Background: an optimization exercise with open tools, aiming at small area, a short achievable clock period and few clock cycles. Do not read the settings as production practice.
Function was checked by simulation only, so behaviour that the tests miss may differ from the original.
No activity file was given, so power comes from the tool's default toggle rates.

==> design.v <==
module tsd_core #(
    parameter MEM_LIMIT = 32,           
    parameter INIT_CAPACITY = 4         
) (
    input  wire        clk,
    input  wire        rst,             
    input  wire        cmd_valid,
    output wire        cmd_ready,
    input  wire [31:0] cmd_data,
    output wire        rsp_valid,
    input  wire        rsp_ready,
    output wire [31:0] rsp_data,
    output wire        rsp_last,
    output wire        halted,
    output wire [31:0] halt_word
);
    localparam [7:0] OP_FPUSH  = 8'h10, OP_FPUSHN = 8'h11, OP_FPOP   = 8'h12,
                     OP_FPOPU  = 8'h13, OP_FPULL  = 8'h14, OP_FPULLU = 8'h15,
                     OP_FFIND  = 8'h16, OP_FNORM  = 8'h17, OP_FSIZE  = 8'h18,
                     OP_FCAP   = 8'h19, OP_FEMPTY = 8'h1A,
                     OP_CRC8   = 8'h20, OP_MKRD   = 8'h21, OP_MKWR   = 8'h22,
                     OP_PARSE  = 8'h23;
    localparam [7:0] F_ALLOC = 8'h01, F_ILLEGAL = 8'h02, F_BADUNIT = 8'h03;
    localparam [31:0] RC_OK = 32'd0, RC_FAIL = 32'd1;
    localparam [2:0] S_HDR  = 3'd0,     
                     S_OPS  = 3'd1,     
                     S_MOVE = 3'd2,     
                     S_SCAN = 3'd3,     
                     S_EXEC = 3'd4,     
                     S_RSP  = 3'd5,     
                     S_HALT = 3'd6;     
    function [7:0] crc8_byte(input [7:0] crc_in, input [7:0] b_in);
        integer k;
        reg [7:0] c, b;
        begin
            c = crc_in;
            b = b_in;
            for (k = 0; k < 8; k = k + 1) begin
                if (c[7] ^ b[0])
                    c = {c[6:0], 1'b0} ^ 8'h07;
                else
                    c = {c[6:0], 1'b0};
                b = b >> 1;
            end
            crc8_byte = c;
        end
    endfunction
    reg [2:0]  state;
    reg [31:0] mem [0:MEM_LIMIT-1];     
    reg [6:0]  q_cap, q_h, q_t;
    reg [7:0]  f_code, f_unit, f_opc;   
    reg [7:0]  c_opc, c_unit;           
    reg [15:0] c_imm;
    reg [16:0] ops_left;                
    reg [7:0]  pend_fault;              
    reg [31:0] w1;                      
    reg [31:0] w2;                      
    reg [6:0]  mv_idx, mv_n;            
    reg [6:0]  mv_cap;                  
    reg        realloc;                 
    reg [6:0]  sc_idx;                  
    reg [7:0]  crc;                     
    reg [15:0] crc_pos;                 
    reg [31:0] r0, r1, r2;              
    reg [1:0]  r_fixed;                 
    reg [6:0]  r_mem;                   
    reg [6:0]  r_idx;                   
    reg [6:0]  r_pop;                   
    wire [6:0] q_size = q_t - q_h;
    wire [7:0]  h_opc  = cmd_data[31:24];
    wire [7:0]  h_unit = cmd_data[23:16];
    wire [15:0] h_imm  = cmd_data[15:0];
    reg        h_known;
    reg [31:0] h_mask;
    reg [16:0] h_nops;
    always @(*) begin
        h_known = 1'b1;
        h_mask  = 32'hFFFFFFFF;
        h_nops  = 17'd0;
        case (h_opc)
            OP_FPUSH:  begin h_mask = 32'hFF00FFFF; h_nops = 17'd1; end
            OP_FPUSHN: begin h_mask = 32'hFF000000; h_nops = {1'b0, h_imm}; end
            OP_FPOP:   begin h_mask = 32'hFF000000; end
            OP_FPOPU:  begin h_mask = 32'hFF00FFFF; h_nops = 17'd1; end
            OP_FPULL:  begin h_mask = 32'hFF000000; end
            OP_FPULLU: begin h_mask = 32'hFF007FFF; h_nops = 17'd1; end
            OP_FFIND:  begin h_mask = 32'hFF00FFFF; h_nops = 17'd1; end
            OP_FNORM:  begin h_mask = 32'hFF00FFFF; end
            OP_FSIZE:  begin h_mask = 32'hFF00FFFF; end
            OP_FCAP:   begin h_mask = 32'hFF00FFFF; end
            OP_FEMPTY: begin h_mask = 32'hFF00FFFF; end
            OP_CRC8:   begin h_mask = 32'hFFFF0000; h_nops = ({1'b0, h_imm} + 17'd3) >> 2; end
            OP_MKRD:   begin h_mask = 32'hFFFF0080; end
            OP_MKWR:   begin h_mask = 32'hFFFF0080; h_nops = 17'd1; end
            OP_PARSE:  begin h_mask = 32'hFFFFFFFF; h_nops = 17'd2; end
            default:   h_known = 1'b0;
        endcase
    end
    wire h_match = (cmd_data & h_mask) == {h_opc, 24'd0};
    wire h_fifo  = (h_opc[7:4] == 4'h1);
    wire [15:0] h_n      = (h_opc == OP_FPUSH) ? 16'd1 : h_imm;
    wire [17:0] tail_rm  = {11'd0, q_cap} - {11'd0, q_t};
    wire [17:0] free_rm  = {11'd0, q_cap} - {11'd0, q_size};
    wire [19:0] live5    = 20'd5 * ({13'd0, q_size} + {4'd0, h_n});
    wire [19:0] cap4     = 20'd4 * {13'd0, q_cap};
    wire [6:0]  cap_div5 = q_cap / 7'd5;
    wire [16:0] grow_k   = ({1'b0, h_n} > {10'd0, cap_div5}) ? {1'b0, h_n} : {10'd0, cap_div5};
    wire [17:0] grow_cap = {11'd0, q_cap} + {1'b0, grow_k};
    wire push_tail    = tail_rm >= {2'b0, h_n};
    wire push_compact = (free_rm >= {2'b0, h_n}) && (live5 < cap4);
    wire [19:0] size5    = 20'd5 * {13'd0, q_size};
    wire [7:0]  norm_cap = {1'b0, q_cap} + {1'b0, cap_div5};
    wire [6:0] r_total  = {5'd0, r_fixed} + r_mem;
    wire [6:0] r_memidx = q_h + r_idx - {5'd0, r_fixed};
    assign rsp_valid = (state == S_RSP);
    assign rsp_data  = (r_idx == 7'd0) ? r0 :
                       (r_idx == 7'd1 && r_fixed > 2'd1) ? r1 :
                       (r_idx == 7'd2 && r_fixed > 2'd2) ? r2 :
                       mem[r_memidx[4:0]];
    assign rsp_last  = (r_idx == r_total - 7'd1);
    assign cmd_ready = (state == S_HDR) || (state == S_OPS);
    assign halted    = (f_code != 8'd0);
    assign halt_word = halted ? {8'hEE, f_opc, f_unit, f_code} : 32'd0;
    wire [7:0] ob0 = cmd_data[31:24];
    wire [7:0] ob1 = cmd_data[23:16];
    wire [7:0] ob2 = cmd_data[15:8];
    wire [7:0] ob3 = cmd_data[7:0];
    reg [7:0] crc_next;
    always @(*) begin
        crc_next = crc;
        if (crc_pos + 16'd0 < c_imm - 16'd1) crc_next = crc8_byte(crc_next, ob0);
        if (crc_pos + 16'd1 < c_imm - 16'd1) crc_next = crc8_byte(crc_next, ob1);
        if (crc_pos + 16'd2 < c_imm - 16'd1) crc_next = crc8_byte(crc_next, ob2);
        if (crc_pos + 16'd3 < c_imm - 16'd1) crc_next = crc8_byte(crc_next, ob3);
    end
    reg crc_pad_bad;
    always @(*) begin
        case (c_imm[1:0])
            2'd1:    crc_pad_bad = cmd_data[23:0] != 24'd0;
            2'd2:    crc_pad_bad = cmd_data[15:0] != 16'd0;
            2'd3:    crc_pad_bad = cmd_data[7:0]  != 8'd0;
            default: crc_pad_bad = 1'b0;
        endcase
    end
    wire [7:0]  mk_dev  = c_imm[15:8];
    wire [7:0]  mk_b2r  = {c_imm[6:0], 1'b0};
    wire [7:0]  mk_b2w  = {c_imm[6:0], 1'b1};
    wire [7:0]  rd_crc  = crc8_byte(crc8_byte(crc8_byte(8'h00, 8'h50), mk_dev), mk_b2r);
    wire [7:0]  wr_crc  = crc8_byte(crc8_byte(crc8_byte(crc8_byte(crc8_byte(crc8_byte(crc8_byte(
                              8'h00, 8'h50), mk_dev), mk_b2w),
                              w1[31:24]), w1[23:16]), w1[15:8]), w1[7:0]);
    wire [7:0]  ps_crc  = crc8_byte(crc8_byte(crc8_byte(crc8_byte(crc8_byte(crc8_byte(crc8_byte(
                              8'h00, w1[31:24]), w1[23:16]), w1[15:8]),
                              w1[7:0]), w2[31:24]), w2[23:16]), w2[15:8]);
    wire [6:0] sc_addr = q_h + sc_idx;
    wire       sc_hit  = mem[sc_addr[4:0]] == w1;
    task start_rsp(input [31:0] a, input [31:0] b, input [1:0] nfix,
                   input [6:0] nmem, input [6:0] npop);
        begin
            r0      <= a;
            r1      <= b;
            r_fixed <= nfix;
            r_mem   <= nmem;
            r_pop   <= npop;
            r_idx   <= 7'd0;
            state   <= S_RSP;
        end
    endtask
    task raise(input [7:0] code);
        begin
            f_code <= code;
            f_unit <= c_unit;
            f_opc  <= c_opc;
            state  <= S_HALT;
        end
    endtask
    always @(posedge clk) begin
        if (rst) begin
            state   <= S_HDR;
            q_cap   <= INIT_CAPACITY[6:0];
            q_h     <= 7'd0;
            q_t     <= 7'd0;
            f_code  <= 8'd0;
            f_unit  <= 8'd0;
            f_opc   <= 8'd0;
            r_idx   <= 7'd0;
            r_fixed <= 2'd1;
            r_mem   <= 7'd0;
        end else begin
            case (state)
            S_HDR: if (cmd_valid) begin
                c_opc      <= h_opc;
                c_unit     <= h_unit;
                c_imm      <= h_imm;
                ops_left   <= h_nops;
                pend_fault <= 8'd0;
                realloc    <= 1'b0;
                crc        <= 8'd0;
                crc_pos    <= 16'd0;
                r2         <= 32'd0;
                if (!h_known || h_opc[7]) begin
                    f_code <= F_ILLEGAL; f_unit <= h_unit; f_opc <= h_opc;
                    state  <= S_HALT;
                end else if (!h_match || (h_opc == OP_CRC8 && (h_imm == 16'd0 || h_imm > 16'd255))) begin
                    if (h_nops == 17'd0) begin
                        f_code <= F_ILLEGAL; f_unit <= h_unit; f_opc <= h_opc;
                        state  <= S_HALT;
                    end else begin
                        pend_fault <= F_ILLEGAL;
                        state      <= S_OPS;
                    end
                end else if (h_fifo && h_unit != 8'd0) begin
                    if (h_nops == 17'd0) begin
                        f_code <= F_BADUNIT; f_unit <= h_unit; f_opc <= h_opc;
                        state  <= S_HALT;
                    end else begin
                        pend_fault <= F_BADUNIT;
                        state      <= S_OPS;
                    end
                end else begin
                    case (h_opc)
                    OP_FPUSH, OP_FPUSHN: begin
                        if (h_n == 16'd0) begin
                            start_rsp(RC_OK, 32'd0, 2'd2, 7'd0, 7'd0);
                        end else if (push_tail) begin
                            state <= S_OPS;
                        end else if (push_compact) begin
                            mv_idx <= 7'd0; mv_n <= q_size; mv_cap <= q_cap;
                            state  <= S_MOVE;
                        end else if (grow_cap > MEM_LIMIT) begin
                            pend_fault <= F_ALLOC;
                            state      <= S_OPS;
                        end else begin
                            realloc <= 1'b1;
                            mv_idx  <= 7'd0; mv_n <= q_size; mv_cap <= grow_cap[6:0];
                            state   <= S_MOVE;
                        end
                    end
                    OP_FPOP: begin
                        if ({9'd0, q_size} < h_imm)
                            start_rsp(RC_FAIL, 32'd0, 2'd1, 7'd0, 7'd0);
                        else
                            start_rsp(RC_OK, 32'd0, 2'd1, 7'd0, h_imm[6:0]);
                    end
                    OP_FPULL: begin
                        if ({9'd0, q_size} < {1'b0, h_imm[14:0]})
                            start_rsp(RC_FAIL, 32'd0, 2'd1, 7'd0, 7'd0);
                        else
                            start_rsp(RC_OK, 32'd0, 2'd1, h_imm[6:0],
                                      h_imm[15] ? h_imm[6:0] : 7'd0);
                    end
                    OP_FNORM: begin
                        if (q_h == 7'd0) begin
                            start_rsp(RC_OK, 32'd0, 2'd2, 7'd0, 7'd0);
                        end else if (size5 < cap4) begin
                            mv_idx <= 7'd0; mv_n <= q_size; mv_cap <= q_cap;
                            state  <= S_MOVE;
                        end else if (norm_cap > MEM_LIMIT) begin
                            f_code <= F_ALLOC; f_unit <= h_unit; f_opc <= h_opc;
                            state  <= S_HALT;
                        end else begin
                            realloc <= 1'b1;
                            mv_idx  <= 7'd0; mv_n <= q_size; mv_cap <= norm_cap[6:0];
                            state   <= S_MOVE;
                        end
                    end
                    OP_FSIZE:  start_rsp(RC_OK, {25'd0, q_size}, 2'd2, 7'd0, 7'd0);
                    OP_FCAP:   start_rsp(RC_OK, {25'd0, q_cap}, 2'd2, 7'd0, 7'd0);
                    OP_FEMPTY: start_rsp(RC_OK, {31'd0, q_size == 7'd0}, 2'd2, 7'd0, 7'd0);
                    OP_MKRD:   start_rsp(RC_OK, {8'h50, h_imm[15:8], h_imm[6:0], 1'b0,
                                        crc8_byte(crc8_byte(crc8_byte(8'h00, 8'h50), h_imm[15:8]),
                                                  {h_imm[6:0], 1'b0})},
                                         2'd2, 7'd0, 7'd0);
                    default:   state <= S_OPS;    
                    endcase
                end
            end
            S_OPS: if (cmd_valid) begin
                ops_left <= ops_left - 17'd1;
                if (pend_fault == 8'd0) begin
                    case (c_opc)
                    OP_FPUSH, OP_FPUSHN: begin
                        mem[q_t[4:0]] <= cmd_data;
                        q_t           <= q_t + 7'd1;
                    end
                    OP_CRC8: begin
                        crc     <= crc_next;
                        crc_pos <= crc_pos + 16'd4;
                    end
                    default: begin
                        if (ops_left == 17'd2) w1 <= cmd_data;
                        else if (c_opc == OP_PARSE) w2 <= cmd_data;
                        else w1 <= cmd_data;
                    end
                    endcase
                end
                if (ops_left == 17'd1) begin
                    if (pend_fault != 8'd0) begin
                        raise(pend_fault);
                    end else begin
                        case (c_opc)
                        OP_FPUSH, OP_FPUSHN:
                            start_rsp(RC_OK, {31'd0, realloc}, 2'd2, 7'd0, 7'd0);
                        OP_CRC8: begin
                            if (crc_pad_bad)
                                raise(F_ILLEGAL);
                            else
                                start_rsp(RC_OK, {24'd0, crc_next}, 2'd2, 7'd0, 7'd0);
                        end
                        OP_FPOPU, OP_FPULLU, OP_FFIND: begin
                            sc_idx <= 7'd0;
                            state  <= S_SCAN;
                        end
                        default: state <= S_EXEC;    
                        endcase
                    end
                end
            end
            S_MOVE: begin
                if (mv_idx < mv_n) begin
                    mem[mv_idx[4:0]] <= mem[(q_h + mv_idx) & 7'h1F];
                    mv_idx <= mv_idx + 7'd1;
                end else begin
                    q_cap <= mv_cap;
                    q_h   <= 7'd0;
                    q_t   <= mv_n;
                    if (c_opc == OP_FNORM)
                        start_rsp(RC_OK, {31'd0, realloc}, 2'd2, 7'd0, 7'd0);
                    else
                        state <= S_OPS;
                end
            end
            S_SCAN: begin
                if (sc_idx == q_size) begin
                    if (c_opc == OP_FFIND)
                        start_rsp(RC_OK, {25'd0, sc_idx}, 2'd2, 7'd0, 7'd0);
                    else
                        start_rsp(RC_FAIL, 32'd0, 2'd1, 7'd0, 7'd0);
                end else if (sc_hit) begin
                    case (c_opc)
                    OP_FFIND:  start_rsp(RC_OK, {25'd0, sc_idx}, 2'd2, 7'd0, 7'd0);
                    OP_FPOPU:  start_rsp(RC_OK, 32'd0, 2'd1, 7'd0, sc_idx + 7'd1);
                    default:   start_rsp(RC_OK, {25'd0, sc_idx + 7'd1}, 2'd2, sc_idx + 7'd1,
                                         c_imm[15] ? sc_idx + 7'd1 : 7'd0);
                    endcase
                end else begin
                    sc_idx <= sc_idx + 7'd1;
                end
            end
            S_EXEC: begin
                if (c_opc == OP_MKWR)
                    start_rsp(RC_OK, {8'h50, mk_dev, mk_b2w, w1[31:24]}, 2'd3, 7'd0, 7'd0);
                else
                    start_rsp(RC_OK, {31'd0, ps_crc == w2[7:0]}, 2'd3, 7'd0, 7'd0);
                if (c_opc == OP_MKWR)
                    r2 <= {w1[23:0], wr_crc};
                else
                    r2 <= {w1[7:0], w2[31:8]};
            end
            S_RSP: if (rsp_ready) begin
                if (rsp_last) begin
                    q_h   <= q_h + r_pop;
                    state <= S_HDR;
                end else begin
                    r_idx <= r_idx + 7'd1;
                end
            end
            default: ;    
            endcase
        end
    end
endmodule
==> run.sh <==
#!/bin/bash
# synth_recipe.tcl (not shown) runs the flow's synth.tcl, then flattens the netlist and writes it again
# the make line also repeats each setting of config.mk as NAME=value (left out here)
make -C /OpenROAD-flow-scripts/flow DESIGN_CONFIG=/design/flow/config.mk WORK_HOME=/design/flow/orfs CLKGATE_MAP_FILE= SYNTH_SCRIPT=/design/flow/synth_recipe.tcl finish
==> config.mk <==
export PLATFORM = sky130hd
export DESIGN_NAME = tsd_core
export DESIGN_NICKNAME = tsd_core
export VERILOG_FILES = /design/flow/design.v
export SDC_FILE = /design/flow/constraint.sdc
export NUM_CORES = 4
export LEC_CHECK = 0
export CAP_MARGIN = 20
export CORE_MARGIN = 2
export CORE_UTILIZATION = 40
export SLEW_MARGIN = 20
==> constraint.sdc <==
create_clock -name core_clock -period 12.0 [get_ports {clk}]
set_input_delay 2.4000 -clock core_clock [delete_from_list [all_inputs] [get_ports {clk}]]
set_output_delay 2.4000 -clock core_clock [all_outputs]
set_load 0.01 [all_outputs]
==> impl_metrics.yaml <==
outcome:
  status: "no timing/DRC/antenna violations"
global_route:
  grt_start_max_net_pins: 112
  grt_antenna_before_repair: 8
  grt_use_total_pct: 26.5
  grt_pass1_vias: 53100
  grt_overflow_total: 0
  grt_pass1_wl_mm: 389
placed_design:
  post_place_setup_slack_ns: 1.50
  io_buffers: 95
  place_hpwl_mm: 161
  dpl-instance-area_um2: 85200
  routabilityCongestion: 0.939
timing:
  skew_ns: 0.0379
  finalCritPeriodShare_pct: 82.1
  setup_tns_ns: 0
  worstMarginPinSlew_ns: 1.26
  unrepaired_setup_endpoints_after_global_routing: "false"
  fin_ws_ns: 2.15
  timing.max_slew.rel_slack_pct: 13.8
  timing.final.max_slew_violations: 0
  timing.final.setup_violations: 0
  timing_hold_violations_final: 0
  achievable-frequency_ghz: 0.102
  fin_crit_ns: 9.85
setup_path:
  cpPeakStageDelay_ns: 0.67
  start_kind: "primary input"
  setup.worst_path.class: "in -> reg"
  r2r_setup_slack_ns: 2.18
  critical_path.max_fanout: 19
  critPathArrivalTime_ns: 10.34
  critPathCaptureType: "flop"
  cp_data_required_time_ns: 12.49
  cp_max_delay_cell: "or4b_2"
  cp_common_cell: "o21ai_0"
synth:
  ys_async_sr_fraction_pct: 0
  yosys.cell_types.count: 87
  synthesis.area_per_instance_um2: 14.4
  synth.ff_latch_count: 1313
  ys_top_cells_by_area: "edfxtp_1 47%, mux4_2 25%, xnor2_1 4.2%"
  share_of_yosys_cell_area_claimed_by_the_top_area_cell_type_pct: 46.8
  synth-main-ff-cell: "edfxtp_1"
  yosysSeqAreaShare_pct: 48.3
  synth_enable_flop_cells: 1255
  synth_area_leader_cell: "edfxtp_1"
  synthesis.area_um2: 80500
  postSynthCellCount: 5590
  syn_warnings: 1
power:
  power_report.internal_total_mw: 14.0
  power_share_of_the_clock_group_pct: 20.0
  power.net_switching_mw: 9.09
  combPwrFrac_pct: 56.2
  netSwitchingFraction_pct: 39.3
  power_leakage_nw: 30.1
  maximum_vdd_drop_mv: 0.535
  p_seq_share_pct: 23.8
  total_power_consumption_of_the_routed_design_mw: 23.1
  power_per_cell_area_nw_per_um2: 256
drt:
  wl_per_cell_um: 32.6
  avgViaCountPerCell: 6.46
  wirelength_mm: 273
  num_vias: 54200
  firstDrtPassIters: 6
  drt-initial-drc-count: 6966
  detail-route-antenna-nets: 0
  drcViolationCount: 0
layout:
  synthToLayoutAreaGrowth_pct: 12.1
  final_net_count: 5869
  drive_gt1_share_pct: 24.3
  layout_utilization_pct: 45.2
  n_fill_cell: 17400
  finalInstanceArea_um2: 90300
clock_network:
  post_cts.resized_instances: 0
  worstSkewPairLatency_ns: 0.82
  clkSinkCount: 1313
  clock_path_buffers: 3
  path_clk_slew_ns: 0.06
  cts_tree: "built"
  post_cts.repair.setup_buffers: 0
  clock-root-buffer: "clkbuf_16"
  count_of_h_tree_levels_built_during_cts: 4
  cts_made_buffers: 149
  cts_hold_buf: 0
floorplan:
  floorplan.core_area_um2: 200000
  die_width_um: 453
  design.die.area_um2: 205000
  core.rowCount: 164
  fp.dieH_um: 453
  boundaryPins: 104
  initial_utilization_pct: 40.3
min_path:
  class_of_the_worst_hold_path: "reg -> reg"
flow_run:
  max_cap_violations: 0
-- state kept, by name, summed over array words and instances, names as in the netlist, 14 cells and up --
name,cells
w1,32
w2,32
r1,25
c_imm,16
ops_left,17
r2,32
mem,1024
crc_pos,14
-- power by group through the flow --
| stage | registers (mW) | clock network [mW] | logic, mW |
|---|---|---|---|
| floorplan | 5.54 | 0 | 9.59 |
| global placement | 5.60 | 0 | 12.8 |
| detailed placement | 5.60 | 0 | 12.8 |
| CTS | 5.51 | 4.66 | 12.8 |
| global route | 5.52 | 4.85 | 13.8 |
| finish | 5.51 | 4.62 | 13.0 |
-- Yosys cell counts (12+ instances only) --
master       n
nor3_1      57
o31ai_1     12
nand4_1     31
nand2b_1    24
a211oi_1    56
nor4_1      29
nand2_1    504
buf_4       14
nand3_1    113
a21o_1      41
a21oi_1    205
nor2b_1     42
edfxtp_1  1255
a22o_1      24
o22ai_1     13
xnor2_1    386
a31oi_1     42
clkbuf_1   300
and2_1      16
and3_1      46
a22oi_1     25
or3_1       13
o21ai_0    117
ha_1       215
a311oi_1    35
xnor3_1     28
buf_1       83
nor2_1     325
xor2_1     137
fa_1        14
mux2i_1    115
o21bai_1    13
dfxtp_1     58
inv_1      146
mux4_2     883
-- final cells by class --
type	count	area (um2)	share of cell area [%]
well taps	2656	3320	3.68
flip-flops and latches	1313	38800	43.0
inverters	148	556	0.615
clock inverters	93	1010	1.11
clock buffers	179	3880	4.30
diodes	3	7.51	0.00832
multi-input cells	3731	40200	44.6
repair buffers	261	2430	2.69
-- stage by stage --
step	hold slack, ns	instances
after floorplan	0.447	5597
after global placement	0.470	8105
after detailed placement	0.477	8105
after CTS	0.490	8377
after global routing	0.513	8382
final	0.485	8384
-- worst paths after layout --
kind | from | depth (start not counted) | end
max | cmd_data[28] | 38 | mv_idx[0]
min reg2reg | f_opc[2] | 2 | f_opc[2]
min | f_opc[2] | 2 | f_opc[2]
max reg2reg | q_cap[5] | 47 | mv_idx[0]
-- layer usage --
| metal | up-vias | part of all wire (%) | track usage (%) |
|---|---|---|---|
| met1 | 28100 | 38 | 35.3 |
| li1 | 22200 | - | - |
| met3 | 574 | 11 | 6.88 |
| met4 | 6 | 4.1 | 9.97 |
| met2 | 3243 | 46 | 41.7 |
| met5 | - | 0.016 | 0 |
-- cells in the final DEF, fill, tap and decap left out, types with 40 or more instances in the layout --
cell type / Yosys / routed
inv_1: 146 / 146
buf_4: 14 / 147
nand2_1: 504 / 503
xnor2_1: 386 / 377
dfxtp_1: 58 / 58
nor2b_1: 42 / 40
and3_1: 46 / 45
a31oi_1: 42 / 40
clkbuf_16: 0 / 150
a21o_1: 41 / 41
mux2i_1: 115 / 113
clkdlybuf4s50_1: 0 / 92
mux4_2: 883 / 883
nor3_1: 57 / 56
ha_1: 215 / 212
edfxtp_1: 1255 / 1255
a211oi_1: 56 / 56
nand3_1: 113 / 113
o21ai_0: 117 / 85
a21oi_1: 205 / 205
xor2_1: 137 / 134
nor2_1: 325 / 289
-- critical path: cells and delay by family --
| family | cells | cell delay (ns) |
|---|---|---|
| and+or+nand+nor | 12 | 2.49 |
| buffers and inverters | 7 | 1.47 |
| adders and majority gates | 3 | 0.92 |
| AOI/OAI and AO/OA | 16 | 3.01 |
-- logic make-up (layout without fill, tap and decap cells) --
family | Yosys count | after routing | synth area share (%)
xor+xnor | 560 | 560 | 6.70
mux | 1000 | 1000 | 26.2
buf+inv | 553 | 681 | 2.66
other cells | 1 | 11 | 0.00466
compound gates | 676 | 676 | 5.44
flops | 1313 | 1313 | 48.3
fa+ha+maj | 231 | 231 | 3.71
simple gates | 1256 | 1256 | 7.05
Testbench counts, summed over its fixed seeds: cycles 19,771.

==> port drivers added, routing unchanged <==
In the flow no input, the clock included, has a driving cell. The finished layout below was timed again as built, in two steps. Step 1, drivers: a clkbuf_16 drives clk and a buf_2 each remaining input, both assumed. Step 2 moves the port delays by t, midway between the first and last clock arrival at a register: inputs arrive t later, outputs are due t later. That takes back most of the time a late clock gives input paths. Slacks: ideal / step 1 / step 2; pairs: ideal / step 1.
shift t [ns]: 0.878
setup slack, ns: 2.153 / 2.178 / 1.334
clock arrival spread, ns: 0.040 / 0.040
After both steps setup and hold are still met in this run. The setup slack of this run moves by +0.025 ns with the drivers and by -0.819 ns with both steps.
